Background: an optimization exercise with open tools, aiming at small area. Do not read the settings as production practice.
Where RTL was checked, it was by simulation tests only, not by an equivalence proof against the original.
Power and IR drop assume default switching activity.

== old ==
==> flow/design.v (excerpt) <==
module saes_core (
    input  wire        clk,
    input  wire        rst,      
    input  wire        req,
    input  wire        we,
    input  wire [3:0]  addr,
    input  wire [15:0] wdata,
    output reg         ack,
    output wire [15:0] rdata
);
    localparam [3:0] I_DOUT = 4'd0, I_R1I = 4'd1, I_K1 = 4'd2, I_IV = 4'd5,
                     I_CHAIN = 4'd6, I_DIN = 4'd7, I_RK0 = 4'd8;
    localparam [3:0] OP_GMUL = 4'h1, OP_SUBN = 4'h2, OP_ISUBN = 4'h3, OP_SHROW = 4'h4,
                     OP_MIXC = 4'h5, OP_IMIXC = 4'h6, OP_KEXP = 4'h7, OP_ENC = 4'h8,
                     OP_DEC  = 4'h9, OP_CBCI = 4'hA, OP_CBCE = 4'hB, OP_CBCD = 4'hC;
    localparam [1:0] S_IDLE = 2'd0, S_CLR = 2'd1, S_WAIT = 2'd2, S_RUN = 2'd3;
    localparam [2:0] F_S = 3'd0, F_Z = 3'd1, F_SB = 3'd2, F_MC = 3'd3,
                     F_AF = 3'd5, F_KS = 3'd6;
    localparam [2:0] X_0 = 3'd0, X_P = 3'd1, X_SRP = 3'd2, X_GM = 3'd3, X_WD = 3'd4,
                     X_CMD = 3'd5, X_ST = 3'd6;
    reg  [143:0] ring;
    wire [15:0]  P = ring[143:128];
    reg  [3:0]   ph;
    reg  [15:0]  S;
    reg  [7:0]   cmd_code;
    reg          cv, eany;
    reg          kv;        
    reg  [1:0]   ecode;
    reg  [1:0]   st;
    reg  [2:0]   rv;        
    reg  [1:0]   stg;       
    reg          wl;        
    assign rdata = S;
    wire [3:0] opc = cmd_code[7:4];
    wire [1:0] vv  = cmd_code[3:2];
    wire [3:0] sn3, sn2, sn1, sn0;
    saes_sbox u_s3 (.x(S[15:12]), .y(sn3));
    saes_sbox u_s2 (.x(S[11:8]),  .y(sn2));
    saes_sbox u_s1 (.x(S[7:4]),   .y(sn1));
    saes_sbox u_s0 (.x(S[3:0]),   .y(sn0));
  ...
For scale: ~690 cells after synthesis.
clock: 20.0 ns
lec_check: 0
abc_area: 1
cap_margin: 20
core_margin: 2
core_utilization: 40
cts_buf_list: sky130_fd_sc_hd__clkbuf_8
cts_cluster_diameter: 100
cts_cluster_size: 20
slew_margin: 20
standard.sh (not shown) runs the stock make flow with config.mk's settings and CLKGATE_MAP_FILE= SYNTH_SCRIPT=/design/flow/synth_recipe.tcl, a recipe that flattens the netlist after the stock synthesis.
==> flow/flow/run.sh <==
#!/bin/bash
# Own layout flow: the standard flow, except that synthesis maps the logic
# with an area-oriented ABC script (flow/abc_area.script) and without Yosys's
# adder extraction, and the port buffers are the smallest buffer. The
# registers, their names and cell types are those of the standard synthesis.
set -euo pipefail
WORK=$(pwd)

# ORFS scripts with our ABC script in place of abc_area.script
rm -rf "$WORK/scripts_area"
cp -r "$FLOW_HOME/scripts" "$WORK/scripts_area"
cp "$WORK/flow/abc_area.script" "$WORK/scripts_area/abc_area.script"

bash standard.sh synth SCRIPTS_DIR="$WORK/scripts_area" ADDER_MAP_FILE= \
    > "$WORK/synth.log" 2>&1
CTS="-sink_clustering_enable -repair_clock_nets -sink_clustering_size 20"
CTS="$CTS -sink_clustering_max_diameter 100 -buf_list sky130_fd_sc_hd__clkbuf_8 -dont_use_dummy_load -sink_buffer_max_cap_derate 0.05"
bash standard.sh finish "BUFFER_PORTS_ARGS=-buffer_cell sky130_fd_sc_hd__buf_1" "CTS_ARGS=$CTS" \
    > "$WORK/layout.log" 2>&1
test -f "$WORK/out/final.def"
==> flow/flow/abc_area.script <==
strash
&get -n
&deepsyn -T 90
&dch
&nf -R 1000
&put
topo
Edits applied to the flow inputs when going from old to new:
--- a/flow/flow/run.sh
+++ b/flow/flow/run.sh
@@ -15,5 +15,5 @@
     > "$WORK/synth.log" 2>&1
 CTS="-sink_clustering_enable -repair_clock_nets -sink_clustering_size 20"
-CTS="$CTS -sink_clustering_max_diameter 100 -buf_list sky130_fd_sc_hd__clkbuf_8 -dont_use_dummy_load -sink_buffer_max_cap_derate 0.05"
+CTS="$CTS -sink_clustering_max_diameter 100 -buf_list sky130_fd_sc_hd__clkbuf_8 -dont_use_dummy_load"
 bash standard.sh finish "BUFFER_PORTS_ARGS=-buffer_cell sky130_fd_sc_hd__buf_1" "CTS_ARGS=$CTS" \
     > "$WORK/layout.log" 2>&1
Notes after the runs:
Average size of a mapped cell: old vs new, no meaningful difference. Re share of the core filled with cells: no difference whatsoever between old and new. The share of power burned in combinational logic of old and that of new are within noise of each other. Diff old -> new: power about even; number of buffers on the longest clock path about even; cell count about even. Clock skew essentially unchanged between old and new. Reported for old and new, final clock period utilization by the worst path turned out identical to the last digit.
No functional check of the RTL was part of any run of this note.

========
Setup of wip/onyx:
Another version of the RTL of saes_core (not shown whole).
Size in the first run: roughly 860 cells after synthesis, ~190 flip-flops, ~41 I/O pins, about 0.0071 mm^2 of cells after synthesis.
clock: 20.0 ns
lec_check: 0
abc_area: 1
cap_margin: 20
core_margin: 2
core_utilization: 40
cts_buf_list: sky130_fd_sc_hd__clkbuf_8
cts_cluster_diameter: 100
cts_cluster_size: 20
slew_margin: 20
==> flow/flow/run.sh <==
#!/bin/bash
# Own layout flow: the standard flow, except that synthesis maps the logic
# with an area-oriented ABC script (flow/abc_area.script) and without Yosys's
# adder extraction, and the port buffers are the smallest buffer. The
# registers, their names and cell types are those of the standard synthesis.
set -euo pipefail
WORK=$(pwd)

# ORFS scripts with our ABC script in place of abc_area.script
rm -rf "$WORK/scripts_area"
cp -r "$FLOW_HOME/scripts" "$WORK/scripts_area"
cp "$WORK/flow/abc_area.script" "$WORK/scripts_area/abc_area.script"

bash standard.sh synth SCRIPTS_DIR="$WORK/scripts_area" ADDER_MAP_FILE= \
    > "$WORK/synth.log" 2>&1
CTS="-sink_clustering_enable -repair_clock_nets -sink_clustering_size 30"
CTS="$CTS -sink_clustering_max_diameter 150 -buf_list sky130_fd_sc_hd__clkbuf_8 -dont_use_dummy_load"
bash standard.sh finish "BUFFER_PORTS_ARGS=-buffer_cell sky130_fd_sc_hd__buf_1" "CTS_ARGS=$CTS" \
    > "$WORK/layout.log" 2>&1
test -f "$WORK/out/final.def"
==> flow/flow/abc_area.script <==
strash
&get -n
&deepsyn -T 60
&put
dch
map -a
topo
## Diff of input files: wip/harbor against wip/onyx
--- a/flow/flow/run.sh
+++ b/flow/flow/run.sh
@@ -16,3 +16 @@
-CTS="-sink_clustering_enable -repair_clock_nets -sink_clustering_size 30"
-CTS="$CTS -sink_clustering_max_diameter 150 -buf_list sky130_fd_sc_hd__clkbuf_8 -dont_use_dummy_load"
-bash standard.sh finish "BUFFER_PORTS_ARGS=-buffer_cell sky130_fd_sc_hd__buf_1" "CTS_ARGS=$CTS" \
+bash standard.sh finish "BUFFER_PORTS_ARGS=-buffer_cell sky130_fd_sc_hd__buf_1" \
--- outcome ---
Global routing usage on met3 came out higher on wip/harbor than on wip/onyx.
[diff] total length of routed wires, wip/harbor relative to wip/onyx: regression
Number of hold-repair buffers added at the cts stage essentially unchanged between wip/harbor and wip/onyx.
Against wip/onyx, wip/harbor comes in 0.015 ns lower on worst-margin pin slew.
Per the comparison of wip/harbor with wip/onyx, area overhead of the layout relative to synthesis moved up; fraction of area in registers moved down; proportion of power drawn by the clock network moved up.
Changes in wip/yarrow relative to wip/harbor:
--- a/flow/flow/run.sh
+++ b/flow/flow/run.sh
@@ -16 +16,3 @@
-bash standard.sh finish "BUFFER_PORTS_ARGS=-buffer_cell sky130_fd_sc_hd__buf_1" \
+CTS="-sink_clustering_enable -repair_clock_nets -sink_clustering_size 20"
+CTS="$CTS -sink_clustering_max_diameter 100 -buf_list sky130_fd_sc_hd__clkbuf_8 -dont_use_dummy_load"
+bash standard.sh finish "BUFFER_PORTS_ARGS=-buffer_cell sky130_fd_sc_hd__buf_1" "CTS_ARGS=$CTS" \
==> comparison <==
- Area added between synthesis and finish (lower): wip/yarrow
- | number of global-route vias before repair | wip/yarrow vs wip/harbor | about 1.2% lower |
- Between wip/harbor and wip/yarrow, the flow reports post-layout total power decreasing by more than 10%.
- Compared with wip/harbor, wip/yarrow has less setup slack.
For wip/sierra, these inputs were changed with respect to wip/yarrow:
==> flow/run.sh (new file) <==
#!/bin/bash
# synth_recipe.tcl (not shown) runs the flow's synth.tcl, then flattens the netlist and writes it again
# the make line also repeats each setting of config.mk as NAME=value (left out here)
make -C /OpenROAD-flow-scripts/flow DESIGN_CONFIG=/design/flow/config.mk WORK_HOME=/design/flow/orfs CLKGATE_MAP_FILE= SYNTH_SCRIPT=/design/flow/synth_recipe.tcl finish
removed: flow/flow/run.sh
removed: flow/flow/abc_area.script
removed: flow/standard.sh
==> summary.txt <==
- Summary of wip/sierra over wip/yarrow: switching fraction of total power climbed 18 points, global-route total usage across every layer climbed 0.69 points, core box area now larger, total of fill cells in the finished design rose 681, total chip power saw an increase.
- wip/yarrow leaves less setup margin than wip/sierra.
- A most common cell after layout, fill and taps aside of dfxtp_1 is what wip/yarrow shows, while nand2_1 belongs to wip/sierra.
- wip/yarrow has a lower number of instances in the synthesized netlist than wip/sierra.

========
saes_core, a different RTL version from the one above (not shown whole).
For scale: roughly 600 cells after synthesis, ~190 flip-flops, roughly 41 I/O pins, about 0.0064 mm² of cells after synthesis.
Settings: LEC_CHECK=0, ABC_AREA=1, CAP_MARGIN=20, CORE_MARGIN=2, CORE_UTILIZATION=40, CTS_BUF_LIST=sky130_fd_sc_hd__clkbuf_8, CTS_CLUSTER_DIAMETER=100, CTS_CLUSTER_SIZE=20, GPL_TIMING_DRIVEN=0, SLEW_MARGIN=20; clock period 20.0 ns.
==> flow/flow/run.sh <==
#!/bin/bash
# Own layout flow: the standard flow, except that
#  - synthesis maps the logic with an area-oriented ABC script
#    (flow/abc_area.script), as the best of several seeds (flow/abc_multi.tcl),
#    and without Yosys's adder extraction;
#  - the port buffers are the smallest buffer;
#  - clock tree synthesis inserts no dummy loads.
# The registers, their names and cell types are those of the standard synthesis.
set -euo pipefail
WORK=$(pwd)

# ORFS scripts with our ABC step in place of the single ABC call
rm -rf "$WORK/scripts_area"
cp -r "$FLOW_HOME/scripts" "$WORK/scripts_area"
python3 - "$WORK/scripts_area/synth.tcl" "$WORK/flow/abc_multi.tcl" <<'PY'
import sys
path, multi = sys.argv[1], sys.argv[2]
s = open(path).read()
old = "  log_cmd abc {*}$abc_args\n"
assert s.count(old) == 1
s = s.replace(old, "  source %s\n" % multi)
open(path, "w").write(s)
PY
export FLOW_ABC_TEMPLATE="$WORK/flow/abc_area.script"

bash standard.sh synth SCRIPTS_DIR="$WORK/scripts_area" ADDER_MAP_FILE= \
    > "$WORK/synth.log" 2>&1
CTS="-repair_clock_nets -buf_list sky130_fd_sc_hd__clkbuf_8 -dont_use_dummy_load"
bash standard.sh finish "BUFFER_PORTS_ARGS=-buffer_cell sky130_fd_sc_hd__buf_1" "CTS_ARGS=$CTS" \
    > "$WORK/layout.log" 2>&1
test -f "$WORK/out/final.def"
==> flow/flow/abc_area.script <==
strash
&get -n
&deepsyn -S @SEED@ -T 60
&dch
&nf -R 1000
&put
topo
==> flow/flow/abc_multi.tcl <==
# Sourced by synthesis in place of its single ABC call: map the logic several
# times with flow/abc_area.script, each time with another deepsyn seed
# (@SEED@), and keep the mapping with the smallest area.
set abc_tries 1
design -save abc_pre
set best_area ""
set best_i -1
for {set i 0} {$i < $abc_tries} {incr i} {
  design -load abc_pre
  set in [open $::env(FLOW_ABC_TEMPLATE) r]
  set txt [read $in]
  close $in
  set sc $::env(OBJECTS_DIR)/abc_try_$i.script
  set out [open $sc w]
  puts -nonewline $out [string map [list @SEED@ $i] $txt]
  close $out
  set try_args $abc_args
  lset try_args [expr {[lsearch -exact $try_args -script] + 1}] $sc
  log_cmd abc {*}$try_args
  set rpt $::env(OBJECTS_DIR)/abc_try_$i.stat
  tee -q -o $rpt stat {*}$lib_args
  set fh [open $rpt r]
  set st [read $fh]
  close $fh
  regexp {Chip area for module '[^']*': ([0-9.]+)} $st -> area
  puts "ABC try $i: area $area"
  if { $best_area eq "" || $area < $best_area } {
    set best_area $area
    set best_i $i
    design -save abc_best
  }
}
design -load abc_best
puts "ABC best try $best_i: area $best_area"
==> next run, changes <==
--- a/flow/flow/run.sh
+++ b/flow/flow/run.sh
@@ -26,5 +26,6 @@
 bash standard.sh synth SCRIPTS_DIR="$WORK/scripts_area" ADDER_MAP_FILE= \
     > "$WORK/synth.log" 2>&1
-CTS="-repair_clock_nets -buf_list sky130_fd_sc_hd__clkbuf_8 -dont_use_dummy_load"
+CTS="-sink_clustering_enable -repair_clock_nets -sink_clustering_size 20"
+CTS="$CTS -sink_clustering_max_diameter 100 -buf_list sky130_fd_sc_hd__clkbuf_8 -dont_use_dummy_load"
 bash standard.sh finish "BUFFER_PORTS_ARGS=-buffer_cell sky130_fd_sc_hd__buf_1" "CTS_ARGS=$CTS" \
     > "$WORK/layout.log" 2>&1
Outcome: The changed run went through all stages and came out clean; worst setup slack does not change; power stays the same; wire length does not change; core utilization stays the same.
==> next run, changes <==
--- a/flow/flow/run.sh
+++ b/flow/flow/run.sh
@@ -26,6 +26,6 @@
 bash standard.sh synth SCRIPTS_DIR="$WORK/scripts_area" ADDER_MAP_FILE= \
     > "$WORK/synth.log" 2>&1
-CTS="-sink_clustering_enable -repair_clock_nets -sink_clustering_size 20"
-CTS="$CTS -sink_clustering_max_diameter 100 -buf_list sky130_fd_sc_hd__clkbuf_8 -dont_use_dummy_load"
+CTS="-sink_clustering_enable -repair_clock_nets -sink_clustering_size 30 -sink_clustering_levels 1"
+CTS="$CTS -sink_clustering_max_diameter 200 -buf_list sky130_fd_sc_hd__clkbuf_8 -dont_use_dummy_load"
 bash standard.sh finish "BUFFER_PORTS_ARGS=-buffer_cell sky130_fd_sc_hd__buf_1" "CTS_ARGS=$CTS" \
     > "$WORK/layout.log" 2>&1
The changed run produced a clean layout.
Clock skew is unchanged.
Non-clock buffer count is unchanged.
Worst setup slack stays the same.
Clock power stays flat.
Area after synthesis stays the same.
Core utilization stays the same.
Worst hold slack does not change.
Routed wire length does not change.
Total power stays the same.

port drivers added, routing unchanged:
In the flow no input, the clock included, has a driving cell. The finished layouts below were timed again as built, in two steps.
Step 1 assumes that a clkbuf_16 drives the clock port and a buf_2 every other input.
Step 2 moves the port delays by t, midway between the first and last clock arrival at a register: inputs arrive t later, outputs are due t later. That takes back most of the time a late clock gives input paths.
Three values: no drivers, after step 1, after step 2; two values: the first two.
run | t, ns | setup WS [ns] | slew at the worst register clock pin (ns) | worst slew at a driven data input, ns | cell pins on the clock port's net
old | 0.469 | 11.791 / 11.809 / 11.341 | 0.10 / 0.10 | 0.04 | 1
new | 0.469 | 11.791 / 11.809 / 11.341 | 0.10 / 0.10 | 0.04 | 1
wip/onyx | 0.476 | 12.138 / 12.159 / 11.683 | 0.10 / 0.10 | 0.03 | 1
wip/harbor | 0.492 | 12.213 / 12.234 / 11.741 | 0.11 / 0.11 | 0.03 | 1
wip/yarrow | 0.476 | 12.138 / 12.159 / 11.683 | 0.10 / 0.10 | 0.03 | 1
wip/sierra | 0.495 | 12.792 / 12.810 / 12.315 | 0.12 / 0.12 | 0.04 | 1
the first run of note 3 | 0.474 | 12.310 / 12.327 / 11.853 | 0.10 / 0.10 | 0.03 | 1
the second run of note 3 | 0.474 | 12.310 / 12.327 / 11.853 | 0.10 / 0.10 | 0.03 | 1
the third run of note 3 | 0.474 | 12.310 / 12.327 / 11.853 | 0.10 / 0.10 | 0.03 | 1
After both steps setup and hold are still met in every run listed. The setup slack of wip/sierra, which loses most, moves by +0.018 ns with the drivers and by -0.477 ns with both steps.
